From an optimization exercise on the open Yosys and OpenROAD flow, aimed at small area; shortcuts taken in it are not production practice.
Only the layout flow was run in this run; the RTL was not checked for function there.
Power figures rest on the tool's default switching activity, not on a simulated workload.

## config.mk

```make
export PLATFORM = sky130hd
export DESIGN_NAME = fsync
export DESIGN_NICKNAME = fsync
export VERILOG_FILES = /design/flow/design.v
export SDC_FILE = /design/flow/constraint.sdc
export NUM_CORES = 4
export LEC_CHECK = 0
export CAP_MARGIN = 20
export CORE_MARGIN = 2
export CORE_UTILIZATION = 40
export SLEW_MARGIN = 20
```

## constraint.sdc

```tcl
create_clock -name core_clock -period 10.0 [get_ports {clk}]
set_input_delay 2.0000 -clock core_clock [delete_from_list [all_inputs] [get_ports {clk}]]
set_output_delay 2.0000 -clock core_clock [all_outputs]
set_load 0.01 [all_outputs]
```

## design.v

```verilog
module fsync_crc8_rom (
    input  wire [7:0] addr,
    output reg  [7:0] data
);
  function automatic [7:0] crc_rom(input [7:0] a);
    case (a)
      8'h00: crc_rom = 8'h00;
      8'h01: crc_rom = 8'hD5;
      8'h02: crc_rom = 8'h7F;
      8'h03: crc_rom = 8'hAA;
      8'h04: crc_rom = 8'hFE;
      8'h05: crc_rom = 8'h2B;
      8'h06: crc_rom = 8'h81;
      8'h07: crc_rom = 8'h54;
      8'h08: crc_rom = 8'h29;
      8'h09: crc_rom = 8'hFC;
      8'h0A: crc_rom = 8'h56;
      8'h0B: crc_rom = 8'h83;
      8'h0C: crc_rom = 8'hD7;
      8'h0D: crc_rom = 8'h02;
      8'h0E: crc_rom = 8'hA8;
      8'h0F: crc_rom = 8'h7D;
      8'h10: crc_rom = 8'h52;
      8'h11: crc_rom = 8'h87;
      8'h12: crc_rom = 8'h2D;
      8'h13: crc_rom = 8'hF8;
      8'h14: crc_rom = 8'hAC;
      8'h15: crc_rom = 8'h79;
      8'h16: crc_rom = 8'hD3;
      8'h17: crc_rom = 8'h06;
      8'h18: crc_rom = 8'h7B;
      8'h19: crc_rom = 8'hAE;
      8'h1A: crc_rom = 8'h04;
      8'h1B: crc_rom = 8'hD1;
      8'h1C: crc_rom = 8'h85;
      8'h1D: crc_rom = 8'h50;
      8'h1E: crc_rom = 8'hFA;
      8'h1F: crc_rom = 8'h2F;
      8'h20: crc_rom = 8'hA4;
      8'h21: crc_rom = 8'h71;
      8'h22: crc_rom = 8'hDB;
      8'h23: crc_rom = 8'h0E;
      8'h24: crc_rom = 8'h5A;
      8'h25: crc_rom = 8'h8F;
      8'h26: crc_rom = 8'h25;
      8'h27: crc_rom = 8'hF0;
      8'h28: crc_rom = 8'h8D;
      8'h29: crc_rom = 8'h58;
      8'h2A: crc_rom = 8'hF2;
      8'h2B: crc_rom = 8'h27;
      8'h2C: crc_rom = 8'h73;
      8'h2D: crc_rom = 8'hA6;
      8'h2E: crc_rom = 8'h0C;
      8'h2F: crc_rom = 8'hD9;
      8'h30: crc_rom = 8'hF6;
      8'h31: crc_rom = 8'h23;
      8'h32: crc_rom = 8'h89;
      8'h33: crc_rom = 8'h5C;
      8'h34: crc_rom = 8'h08;
      8'h35: crc_rom = 8'hDD;
      8'h36: crc_rom = 8'h77;
      8'h37: crc_rom = 8'hA2;
      8'h38: crc_rom = 8'hDF;
      8'h39: crc_rom = 8'h0A;
      8'h3A: crc_rom = 8'hA0;
      8'h3B: crc_rom = 8'h75;
      8'h3C: crc_rom = 8'h21;
      8'h3D: crc_rom = 8'hF4;
      8'h3E: crc_rom = 8'h5E;
      8'h3F: crc_rom = 8'h8B;
      8'h40: crc_rom = 8'h9D;
      8'h41: crc_rom = 8'h48;
      8'h42: crc_rom = 8'hE2;
      8'h43: crc_rom = 8'h37;
      8'h44: crc_rom = 8'h63;
      8'h45: crc_rom = 8'hB6;
      8'h46: crc_rom = 8'h1C;
      8'h47: crc_rom = 8'hC9;
      8'h48: crc_rom = 8'hB4;
      8'h49: crc_rom = 8'h61;
      8'h4A: crc_rom = 8'hCB;
      8'h4B: crc_rom = 8'h1E;
      8'h4C: crc_rom = 8'h4A;
      8'h4D: crc_rom = 8'h9F;
      8'h4E: crc_rom = 8'h35;
      8'h4F: crc_rom = 8'hE0;
      8'h50: crc_rom = 8'hCF;
      8'h51: crc_rom = 8'h1A;
      8'h52: crc_rom = 8'hB0;
      8'h53: crc_rom = 8'h65;
      8'h54: crc_rom = 8'h31;
      8'h55: crc_rom = 8'hE4;
      8'h56: crc_rom = 8'h4E;
      8'h57: crc_rom = 8'h9B;
      8'h58: crc_rom = 8'hE6;
      8'h59: crc_rom = 8'h33;
      8'h5A: crc_rom = 8'h99;
      8'h5B: crc_rom = 8'h4C;
      8'h5C: crc_rom = 8'h18;
      8'h5D: crc_rom = 8'hCD;
      8'h5E: crc_rom = 8'h67;
      8'h5F: crc_rom = 8'hB2;
      8'h60: crc_rom = 8'h39;
      8'h61: crc_rom = 8'hEC;
      8'h62: crc_rom = 8'h46;
      8'h63: crc_rom = 8'h93;
      8'h64: crc_rom = 8'hC7;
      8'h65: crc_rom = 8'h12;
      8'h66: crc_rom = 8'hB8;
      8'h67: crc_rom = 8'h6D;
      8'h68: crc_rom = 8'h10;
      8'h69: crc_rom = 8'hC5;
      8'h6A: crc_rom = 8'h6F;
      8'h6B: crc_rom = 8'hBA;
      8'h6C: crc_rom = 8'hEE;
      8'h6D: crc_rom = 8'h3B;
      8'h6E: crc_rom = 8'h91;
      8'h6F: crc_rom = 8'h44;
      8'h70: crc_rom = 8'h6B;
      8'h71: crc_rom = 8'hBE;
      8'h72: crc_rom = 8'h14;
      8'h73: crc_rom = 8'hC1;
      8'h74: crc_rom = 8'h95;
      8'h75: crc_rom = 8'h40;
      8'h76: crc_rom = 8'hEA;
      8'h77: crc_rom = 8'h3F;
      8'h78: crc_rom = 8'h42;
      8'h79: crc_rom = 8'h97;
      8'h7A: crc_rom = 8'h3D;
      8'h7B: crc_rom = 8'hE8;
      8'h7C: crc_rom = 8'hBC;
      8'h7D: crc_rom = 8'h69;
      8'h7E: crc_rom = 8'hC3;
      8'h7F: crc_rom = 8'h16;
      8'h80: crc_rom = 8'hEF;
      8'h81: crc_rom = 8'h3A;
      8'h82: crc_rom = 8'h90;
      8'h83: crc_rom = 8'h45;
      8'h84: crc_rom = 8'h11;
      8'h85: crc_rom = 8'hC4;
      8'h86: crc_rom = 8'h6E;
      8'h87: crc_rom = 8'hBB;
      8'h88: crc_rom = 8'hC6;
      8'h89: crc_rom = 8'h13;
      8'h8A: crc_rom = 8'hB9;
      8'h8B: crc_rom = 8'h6C;
      8'h8C: crc_rom = 8'h38;
      8'h8D: crc_rom = 8'hED;
      8'h8E: crc_rom = 8'h47;
      8'h8F: crc_rom = 8'h92;
      8'h90: crc_rom = 8'hBD;
      8'h91: crc_rom = 8'h68;
      8'h92: crc_rom = 8'hC2;
      8'h93: crc_rom = 8'h17;
      8'h94: crc_rom = 8'h43;
      8'h95: crc_rom = 8'h96;
      8'h96: crc_rom = 8'h3C;
      8'h97: crc_rom = 8'hE9;
      8'h98: crc_rom = 8'h94;
      8'h99: crc_rom = 8'h41;
      8'h9A: crc_rom = 8'hEB;
      8'h9B: crc_rom = 8'h3E;
      8'h9C: crc_rom = 8'h6A;
      8'h9D: crc_rom = 8'hBF;
      8'h9E: crc_rom = 8'h15;
      8'h9F: crc_rom = 8'hC0;
      8'hA0: crc_rom = 8'h4B;
      8'hA1: crc_rom = 8'h9E;
      8'hA2: crc_rom = 8'h34;
      8'hA3: crc_rom = 8'hE1;
      8'hA4: crc_rom = 8'hB5;
      8'hA5: crc_rom = 8'h60;
      8'hA6: crc_rom = 8'hCA;
      8'hA7: crc_rom = 8'h1F;
      8'hA8: crc_rom = 8'h62;
      8'hA9: crc_rom = 8'hB7;
      8'hAA: crc_rom = 8'h1D;
      8'hAB: crc_rom = 8'hC8;
      8'hAC: crc_rom = 8'h9C;
      8'hAD: crc_rom = 8'h49;
      8'hAE: crc_rom = 8'hE3;
      8'hAF: crc_rom = 8'h36;
      8'hB0: crc_rom = 8'h19;
      8'hB1: crc_rom = 8'hCC;
      8'hB2: crc_rom = 8'h66;
      8'hB3: crc_rom = 8'hB3;
      8'hB4: crc_rom = 8'hE7;
      8'hB5: crc_rom = 8'h32;
      8'hB6: crc_rom = 8'h98;
      8'hB7: crc_rom = 8'h4D;
      8'hB8: crc_rom = 8'h30;
      8'hB9: crc_rom = 8'hE5;
      8'hBA: crc_rom = 8'h4F;
      8'hBB: crc_rom = 8'h9A;
      8'hBC: crc_rom = 8'hCE;
      8'hBD: crc_rom = 8'h1B;
      8'hBE: crc_rom = 8'hB1;
      8'hBF: crc_rom = 8'h64;
      8'hC0: crc_rom = 8'h72;
      8'hC1: crc_rom = 8'hA7;
      8'hC2: crc_rom = 8'h0D;
      8'hC3: crc_rom = 8'hD8;
      8'hC4: crc_rom = 8'h8C;
      8'hC5: crc_rom = 8'h59;
      8'hC6: crc_rom = 8'hF3;
      8'hC7: crc_rom = 8'h26;
      8'hC8: crc_rom = 8'h5B;
      8'hC9: crc_rom = 8'h8E;
      8'hCA: crc_rom = 8'h24;
      8'hCB: crc_rom = 8'hF1;
      8'hCC: crc_rom = 8'hA5;
      8'hCD: crc_rom = 8'h70;
      8'hCE: crc_rom = 8'hDA;
      8'hCF: crc_rom = 8'h0F;
      8'hD0: crc_rom = 8'h20;
      8'hD1: crc_rom = 8'hF5;
      8'hD2: crc_rom = 8'h5F;
      8'hD3: crc_rom = 8'h8A;
      8'hD4: crc_rom = 8'hDE;
      8'hD5: crc_rom = 8'h0B;
      8'hD6: crc_rom = 8'hA1;
      8'hD7: crc_rom = 8'h74;
      8'hD8: crc_rom = 8'h09;
      8'hD9: crc_rom = 8'hDC;
      8'hDA: crc_rom = 8'h76;
      8'hDB: crc_rom = 8'hA3;
      8'hDC: crc_rom = 8'hF7;
      8'hDD: crc_rom = 8'h22;
      8'hDE: crc_rom = 8'h88;
      8'hDF: crc_rom = 8'h5D;
      8'hE0: crc_rom = 8'hD6;
      8'hE1: crc_rom = 8'h03;
      8'hE2: crc_rom = 8'hA9;
      8'hE3: crc_rom = 8'h7C;
      8'hE4: crc_rom = 8'h28;
      8'hE5: crc_rom = 8'hFD;
      8'hE6: crc_rom = 8'h57;
      8'hE7: crc_rom = 8'h82;
      8'hE8: crc_rom = 8'hFF;
      8'hE9: crc_rom = 8'h2A;
      8'hEA: crc_rom = 8'h80;
      8'hEB: crc_rom = 8'h55;
      8'hEC: crc_rom = 8'h01;
      8'hED: crc_rom = 8'hD4;
      8'hEE: crc_rom = 8'h7E;
      8'hEF: crc_rom = 8'hAB;
      8'hF0: crc_rom = 8'h84;
      8'hF1: crc_rom = 8'h51;
      8'hF2: crc_rom = 8'hFB;
      8'hF3: crc_rom = 8'h2E;
      8'hF4: crc_rom = 8'h7A;
      8'hF5: crc_rom = 8'hAF;
      8'hF6: crc_rom = 8'h05;
      8'hF7: crc_rom = 8'hD0;
      8'hF8: crc_rom = 8'hAD;
      8'hF9: crc_rom = 8'h78;
      8'hFA: crc_rom = 8'hD2;
      8'hFB: crc_rom = 8'h07;
      8'hFC: crc_rom = 8'h53;
      8'hFD: crc_rom = 8'h86;
      8'hFE: crc_rom = 8'h2C;
      8'hFF: crc_rom = 8'hF9;
      default: crc_rom = 8'h00;
    endcase
  endfunction
  always @(*) data = crc_rom(addr);
endmodule
module fsync (
    input  wire        clk,
    input  wire        rst,            
    input  wire        in_valid,
    input  wire [7:0]  in_data,
    output wire        in_ready,
    input  wire        fsm_reset,      
    input  wire        stat_clr,       
    output wire        ev_valid,
    input  wire        ev_ready,
    output wire [1:0]  ev_type,        
    output wire [1:0]  ev_version,
    output wire [7:0]  ev_direction,
    output wire [15:0] ev_code,
    output wire [15:0] ev_size,
    output wire [7:0]  ev_data,
    output wire        err_resource
);
  localparam integer PAYLOAD_CAP = 256;
  localparam integer IW = $clog2(PAYLOAD_CAP + 1);
  localparam [3:0] S_IDLE       = 4'd0,
                   S_SAW_DOLLAR = 4'd1,
                   S_DIRECTION  = 4'd2,
                   S_V1_LENGTH  = 4'd3,
                   S_V1_CODE    = 4'd4,
                   S_V1_PAYLOAD = 4'd5,
                   S_V1_CKS     = 4'd6,
                   S_V2_FLAG    = 4'd7,
                   S_V2_CODE_LO = 4'd8,
                   S_V2_CODE_HI = 4'd9,
                   S_V2_LEN_LO  = 4'd10,
                   S_V2_LEN_HI  = 4'd11,
                   S_V2_PAYLOAD = 4'd12,
                   S_V2_CKS     = 4'd13;
  localparam [1:0] O_IDLE = 2'd0,
                   O_HDR  = 2'd1,
                   O_PAY  = 2'd2,
                   O_REJ  = 2'd3;
  localparam [1:0] EV_FRAME = 2'd0,
                   EV_DATA  = 2'd1,
                   EV_REJECT = 2'd2;
  reg [3:0]    fstate;
  reg [1:0]    ostate;
  reg [1:0]    version;
  reg [7:0]    direction;
  reg [15:0]   code;
  reg [15:0]   size;
  reg [IW-1:0] index;
  reg [7:0]    cks;         
  reg [7:0]    crc;         
  reg [IW-1:0] rd_index;
  reg          err_res;
  reg [7:0]    pay [0:PAYLOAD_CAP-1];
  wire       accept = in_valid && in_ready && !fsm_reset;
  wire [7:0] b      = in_data;
  wire [7:0] crc_addr = (fstate == S_V2_FLAG) ? b : (crc ^ b);
  wire [7:0] crc_next;
  fsync_crc8_rom u_crc_rom (.addr(crc_addr), .data(crc_next));
  wire [15:0]   v2_size   = {b, size[7:0]};
  wire [IW-1:0] index_inc = index + 1'b1;
  wire          is_dir    = (b == 8'h3C) || (b == 8'h3E) || (b == 8'h21);
  always @(posedge clk) begin
    if (rst) begin
      fstate  <= S_IDLE;
      index   <= {IW{1'b0}};
      err_res <= 1'b0;
    end else begin
      if (stat_clr)
        err_res <= 1'b0;
      if (fsm_reset) begin
        fstate <= S_IDLE;
        index  <= {IW{1'b0}};
      end else if (accept) begin
        case (fstate)
          S_IDLE:
            if (b == 8'h24) fstate <= S_SAW_DOLLAR;
          S_SAW_DOLLAR:
            if (b == 8'h4D) begin
              version <= 2'd1;
              fstate  <= S_DIRECTION;
            end else if (b == 8'h58) begin
              version <= 2'd2;
              fstate  <= S_DIRECTION;
            end else
              fstate <= S_IDLE;
          S_DIRECTION:
            if (is_dir) begin
              direction <= b;
              fstate    <= (version == 2'd1) ? S_V1_LENGTH : S_V2_FLAG;
            end else
              fstate <= S_IDLE;
          S_V1_LENGTH: begin
            size  <= {8'h00, b};
            cks   <= b;
            index <= {IW{1'b0}};
            if ({8'h00, b} > PAYLOAD_CAP) begin
              err_res <= 1'b1;
              fstate  <= S_IDLE;
            end else
              fstate <= S_V1_CODE;
          end
          S_V1_CODE: begin
            code   <= {8'h00, b};
            cks    <= cks ^ b;
            fstate <= (size == 16'd0) ? S_V1_CKS : S_V1_PAYLOAD;
          end
          S_V1_PAYLOAD: begin
            pay[index[7:0]] <= b;
            index      <= index_inc;
            cks        <= cks ^ b;
            if ({{(16-IW){1'b0}}, index_inc} == size) fstate <= S_V1_CKS;
          end
          S_V1_CKS:
            fstate <= S_IDLE;
          S_V2_FLAG: begin
            crc    <= crc_next;
            fstate <= S_V2_CODE_LO;
          end
          S_V2_CODE_LO: begin
            crc    <= crc_next;
            code   <= {8'h00, b};
            fstate <= S_V2_CODE_HI;
          end
          S_V2_CODE_HI: begin
            crc    <= crc_next;
            code   <= {b, code[7:0]};
            fstate <= S_V2_LEN_LO;
          end
          S_V2_LEN_LO: begin
            crc    <= crc_next;
            size   <= {8'h00, b};
            fstate <= S_V2_LEN_HI;
          end
          S_V2_LEN_HI: begin
            crc   <= crc_next;
            size  <= v2_size;
            index <= {IW{1'b0}};
            if (v2_size > PAYLOAD_CAP) begin
              err_res <= 1'b1;
              fstate  <= S_IDLE;
            end else
              fstate <= (v2_size == 16'd0) ? S_V2_CKS : S_V2_PAYLOAD;
          end
          S_V2_PAYLOAD: begin
            pay[index[7:0]] <= b;
            index      <= index_inc;
            crc        <= crc_next;
            if ({{(16-IW){1'b0}}, index_inc} == size) fstate <= S_V2_CKS;
          end
          S_V2_CKS:
            fstate <= S_IDLE;
          default:
            fstate <= S_IDLE;
        endcase
      end
    end
  end
  wire check_v1 = accept && (fstate == S_V1_CKS);
  wire check_v2 = accept && (fstate == S_V2_CKS);
  wire good     = (check_v1 && (b == cks)) || (check_v2 && (b == crc));
  wire bad      = (check_v1 && (b != cks)) || (check_v2 && (b != crc));
  wire ev_fire  = ev_valid && ev_ready;
  always @(posedge clk) begin
    if (rst) begin
      ostate   <= O_IDLE;
      rd_index <= {IW{1'b0}};
    end else begin
      case (ostate)
        O_IDLE: begin
          rd_index <= {IW{1'b0}};
          if (good)
            ostate <= O_HDR;
          else if (bad)
            ostate <= O_REJ;
        end
        O_HDR:
          if (ev_fire) ostate <= (size == 16'd0) ? O_IDLE : O_PAY;
        O_PAY:
          if (ev_fire) begin
            rd_index <= rd_index + 1'b1;
            if ({{(16-IW){1'b0}}, rd_index} + 16'd1 == size) ostate <= O_IDLE;
          end
        O_REJ:
          if (ev_fire) ostate <= O_IDLE;
        default:
          ostate <= O_IDLE;
      endcase
    end
  end
  assign in_ready     = (ostate == O_IDLE);
  assign ev_valid     = (ostate != O_IDLE);
  assign ev_type      = (ostate == O_PAY) ? EV_DATA :
                        (ostate == O_REJ) ? EV_REJECT : EV_FRAME;
  assign ev_version   = version;
  assign ev_direction = direction;
  assign ev_code      = code;
  assign ev_size      = size;
  assign ev_data      = pay[rd_index[7:0]];
  assign err_resource = err_res;
endmodule
```

## run.sh

```bash
#!/bin/bash
# synth_recipe.tcl (not shown) runs the flow's synth.tcl, then flattens the netlist and writes it again
# the make line also repeats each setting of config.mk as NAME=value (left out here)
make -C /OpenROAD-flow-scripts/flow DESIGN_CONFIG=/design/flow/config.mk WORK_HOME=/design/flow/orfs CLKGATE_MAP_FILE= SYNTH_SCRIPT=/design/flow/synth_recipe.tcl finish
```

==> results.yml <==
logic_synthesis:
  yosys_warnings: 2
  synth.area.top_cells: "sky130_fd_sc_hd__edfxtp_1 (75%), sky130_fd_sc_hd__mux4_2 (12%), sky130_fd_sc_hd__mux2i_1 (1.5%)"
  postSynth.asyncResetShare_pct: 0
  post-synth-top-count-cell: "sky130_fd_sc_hd__edfxtp_1"
  synth_sequential_area_ratio_pct: 76.1
  synth_edf_count: 2106
  ffs_latches_synth: 2139
  synth_area_per_cell_um2: 19.6
  ys.flop_type: "sky130_fd_sc_hd__edfxtp_1"
  synth_area_um2: 84000
  synth_commonest_cells: "sky130_fd_sc_hd__edfxtp_1 (2,106), sky130_fd_sc_hd__mux4_2 (438), sky130_fd_sc_hd__nor2_1 (332), sky130_fd_sc_hd__a22oi_1 (156)"
  synth.distinct_cells: 75
  yosys.area.top_type: "sky130_fd_sc_hd__edfxtp_1"
  syn_nets: 4307
  synth_top_area_share_pct: 75.3
  synthesis.instances: 4288
detailed_routing:
  drt-initial-drc-count: 4851
  number_of_nets_with_antenna_violations_after_detailed_routing: 0
  highest_layer: "met5"
  detailroute.wirelength.met2_um: 102000
  detailroute.wirelength.met3_um: 16800
  firstDrtPassIters: 5
  met1_length_um: 91100
  post_detailed_route_via_to_cell_ratio: 5.79
  drc: 0
  routedWlPerCell_um: 29.2
  route.vias.total: 42800
  drt_wl_total_um: 216000
finish:
  post-route-util_pct: 45.4
  design.final.nets: 4428
  layout-area-overhead-vs-synth_pct: 13.0
  drive_above_1_share_pct: 19.8
  n_fill_cell: 17600
die:
  num_io_pins: 69
  placement_rows: 168
  fp.dieW_um: 462
  design.die.area_um2: 214000
  design.core.area_um2: 209000
  starting_density_of_the_core_pct: 40.2
  fp.dieH_um: 462
clock_network:
  clk-insertion-delay-late_ps: 870
  cts_made_buffers: 211
  cts_tree: "yes"
  cts_hold_repair.buffers: 0
  clk_pin_slew_worst_paths_ps: 70
  root_buffer: "sky130_fd_sc_hd__clkbuf_16"
  clock_tree.htree_level_count: 4
  cts.sinks: 2139
  post_cts_resized: 0
  clk_path_buf_depth: 3
  post_cts_buffers: 0
timing:
  hold_violations: 0
  clock-skew-final_ps: 43.4
  period_share_pct: 79.9
  worst_slew_pin_slew_ps: 1170
  setup_tns_ps: 0
  worst_hold_slack_ps: 503
  achievable_frequency_mhz: 125
  count_of_final_setup_violators: 0
  rsz0062_at_grt: "false"
  slew_viol_final: 0
  final.min_clock_period_ps: 7990
  timing.max_slew.rel_slack_pct: 21.9
flow_run:
  maximum_capacitance_violations: 0
power_and_ir_drop:
  p_comb_share_pct: 1.2
  p_per_area_nw_per_um2: 189
  worst_vdd_ir_mv: 0.189
  cell_internal_pwr_mw: 14.3
  netSwitchingFraction_pct: 20.2
  clkPwrFrac_pct: 44.0
  sequentialPowerShare_pct: 54.9
  power.switching_mw: 3.62
  power.leakage_nw: 27.9
global_route:
  grt_pass1_vias: 42700
  grt_usage_pct: 19.8
  grt_pass1_wl_um: 310000
  maximum_number_of_pins_on_one_net_before_global_route_repair: 188
  grt_antenna_before_repair: 14
  gr-total-overflow: 0
placement:
  detailedPlacementHpwl_um: 132000
  port_bufs: 68
  routabilityCongestion: 0.859
setup_path:
  timing.critical_path.required_ps: 8000
  worst_setup_path_start_kind: "register"
  endpoint_type_of_the_worst_setup_path: "primary output"
  cp_max_fo: 26
  worst_ep_arrival_time_ps: 5990
  crit_type: "reg -> out"
outcome:
  status: "no timing/DRC/antenna violations"
min_path:
  worst_hold_path_type: "reg -> reg"
[sequential cells by signal, indices dropped and copies added (netlist names), named ones only]
signal	cells
cks	8
code	16
crc	8
direction	8
err_res	1
fstate	4
index	9
ostate	2
pay	2048
rd_index	9
size	16
version	2
[metal layers]
layer / up-vias / GRT usage [%]
met5: - / 0.535
met4: 6 / 5.28
met3: 318 / 3.84
met2: 1846 / 31.5
met1: 22800 / 28.1
li1: 17900 / -
[power by group through the flow]
stage	clock network [mW]	logic [mW]	registers, mW
final	7.89	0.208	9.84
after global routing	8.34	0.226	9.84
after CTS	8.00	0.212	9.84
after detailed placement	0	0.212	10.0
after global placement	0	0.201	10.0
after floorplan	0	0.0317	10.0
[final cells by class]
| cell class | instances | area (um^2) | area share, % |
|---|---|---|---|
| Antenna cell | 6 | 15.0 | 0.0158 |
| Clock buffer | 259 | 5490 | 5.78 |
| Tap cell | 2805 | 3510 | 3.70 |
| Multi-Input combinational cell | 1871 | 18900 | 20.0 |
| Sequential cell | 2139 | 63900 | 67.3 |
| Clock inverter | 129 | 1380 | 1.45 |
| Timing Repair Buffer | 166 | 1600 | 1.69 |
| Inverter | 20 | 75.1 | 0.0791 |
[final timing paths]
path                       to  slack [ps]      start  cells past startpoint
hold / removal        err_res         500    err_res                      2
hold reg to reg       err_res         500    err_res                      2
setup / recovery   ev_data[5]        2010   register                     11
setup reg to reg  pay[224][3]        4730  ostate[0]                      6
[placed cells by master, fill, tap and decap left out, types with 18 or more instances in the layout]
cell type and instances:
sky130_fd_sc_hd__clkbuf_16 211, sky130_fd_sc_hd__xor2_1 27, sky130_fd_sc_hd__nor3_1 46, sky130_fd_sc_hd__nor2_1 327, sky130_fd_sc_hd__nand2_1 110, sky130_fd_sc_hd__o22ai_1 29
sky130_fd_sc_hd__clkinv_2 34, sky130_fd_sc_hd__clkinv_1 49, sky130_fd_sc_hd__clkdlybuf4s50_1 60, sky130_fd_sc_hd__inv_1 18, sky130_fd_sc_hd__o21ai_0 36, sky130_fd_sc_hd__a22oi_1 156
sky130_fd_sc_hd__o221ai_1 34, sky130_fd_sc_hd__mux2i_1 130, sky130_fd_sc_hd__nand3_1 26, sky130_fd_sc_hd__a21oi_1 142, sky130_fd_sc_hd__edfxtp_1 2106, sky130_fd_sc_hd__dfxtp_1 29
sky130_fd_sc_hd__clkbuf_1 45, sky130_fd_sc_hd__buf_4 87, sky130_fd_sc_hd__bufinv_16 20, sky130_fd_sc_hd__mux4_2 438, sky130_fd_sc_hd__nor2b_1 32, sky130_fd_sc_hd__xnor2_1 56
[worst max-delay path, cell delays in order, from the launching register on]
cell and delay, ps:
sky130_fd_sc_hd__dfxtp_2 780, sky130_fd_sc_hd__clkinv_1 500, sky130_fd_sc_hd__buf_4 350, sky130_fd_sc_hd__nor2_4 790, sky130_fd_sc_hd__buf_4 360, sky130_fd_sc_hd__buf_4 200, sky130_fd_sc_hd__a22oi_1 120, sky130_fd_sc_hd__a21oi_1 350
sky130_fd_sc_hd__or2_2 180, sky130_fd_sc_hd__o31ai_1 120, sky130_fd_sc_hd__nor3_1 700, sky130_fd_sc_hd__clkdlybuf4s50_1 680
[kinds of logic (layout without fill, tap and decap cells)]
kind of cell,Yosys count,count (layout),synth area share [%]
AO/OA/AOI/OAI,510,510,4.12
other,0,6,0
adder cells (fa/ha/maj),5,5,0.0745
buffers and inverters,278,574,1.58
XOR/XNOR,83,83,0.865
AND/OR/NAND/NOR,692,692,3.84
flip-flops,2139,2139,76.1
multiplexers,581,581,13.5
[through the flow]
| step | power, mW | cells | setup slack (ps) | instance area [um^2] |
|---|---|---|---|---|
| 2_1_floorplan | 10.1 | 4288 | 5640 | 84000 |
| 3_3_place_gp | 10.2 | 6999 | 2800 | 88000 |
| 3_5_place_dp | 10.2 | 7000 | 2960 | 88000 |
| 4_1_cts | 18.1 | 7388 | 2050 | 94900 |
| 5_1_grt | 18.4 | 7389 | 1940 | 94900 |
| 6_report | 17.9 | 7395 | 2010 | 94900 |

[re-timing with driven ports]
The results above use ideal ports. As a check the final layout listed here was re-extracted and re-timed, cells and wires unchanged. Step 1 (the two cells are an assumption about what drives the block):
set clk [get_ports {clk}]
set_driving_cell -lib_cell sky130_fd_sc_hd__clkbuf_16 $clk
set_driving_cell -lib_cell sky130_fd_sc_hd__buf_2 [delete_from_list [all_inputs] $clk]
Step 2 adds t to the input delays and takes it off the output delays; t is the mean of the earliest and latest rising clock arrival at the registers after step 1. Input paths then give back, and output paths get back, about the clock's delay inside the block. a / b / c = ideal ports / drivers / drivers and shift; a / b = the first two.
t (ns): 0.923
slack for setup (ns): 2.007 / 1.920 / 2.843
hold slack, ns: 0.503 / 0.503 / 0.503
latest minus earliest clock arrival (ns): 0.072 / 0.072
cell pins on the clock port's net: 1
After both steps this run still meets setup and hold. For this run, drivers alone change the setup slack by -0.087 ns; drivers and shift together by +0.836 ns.
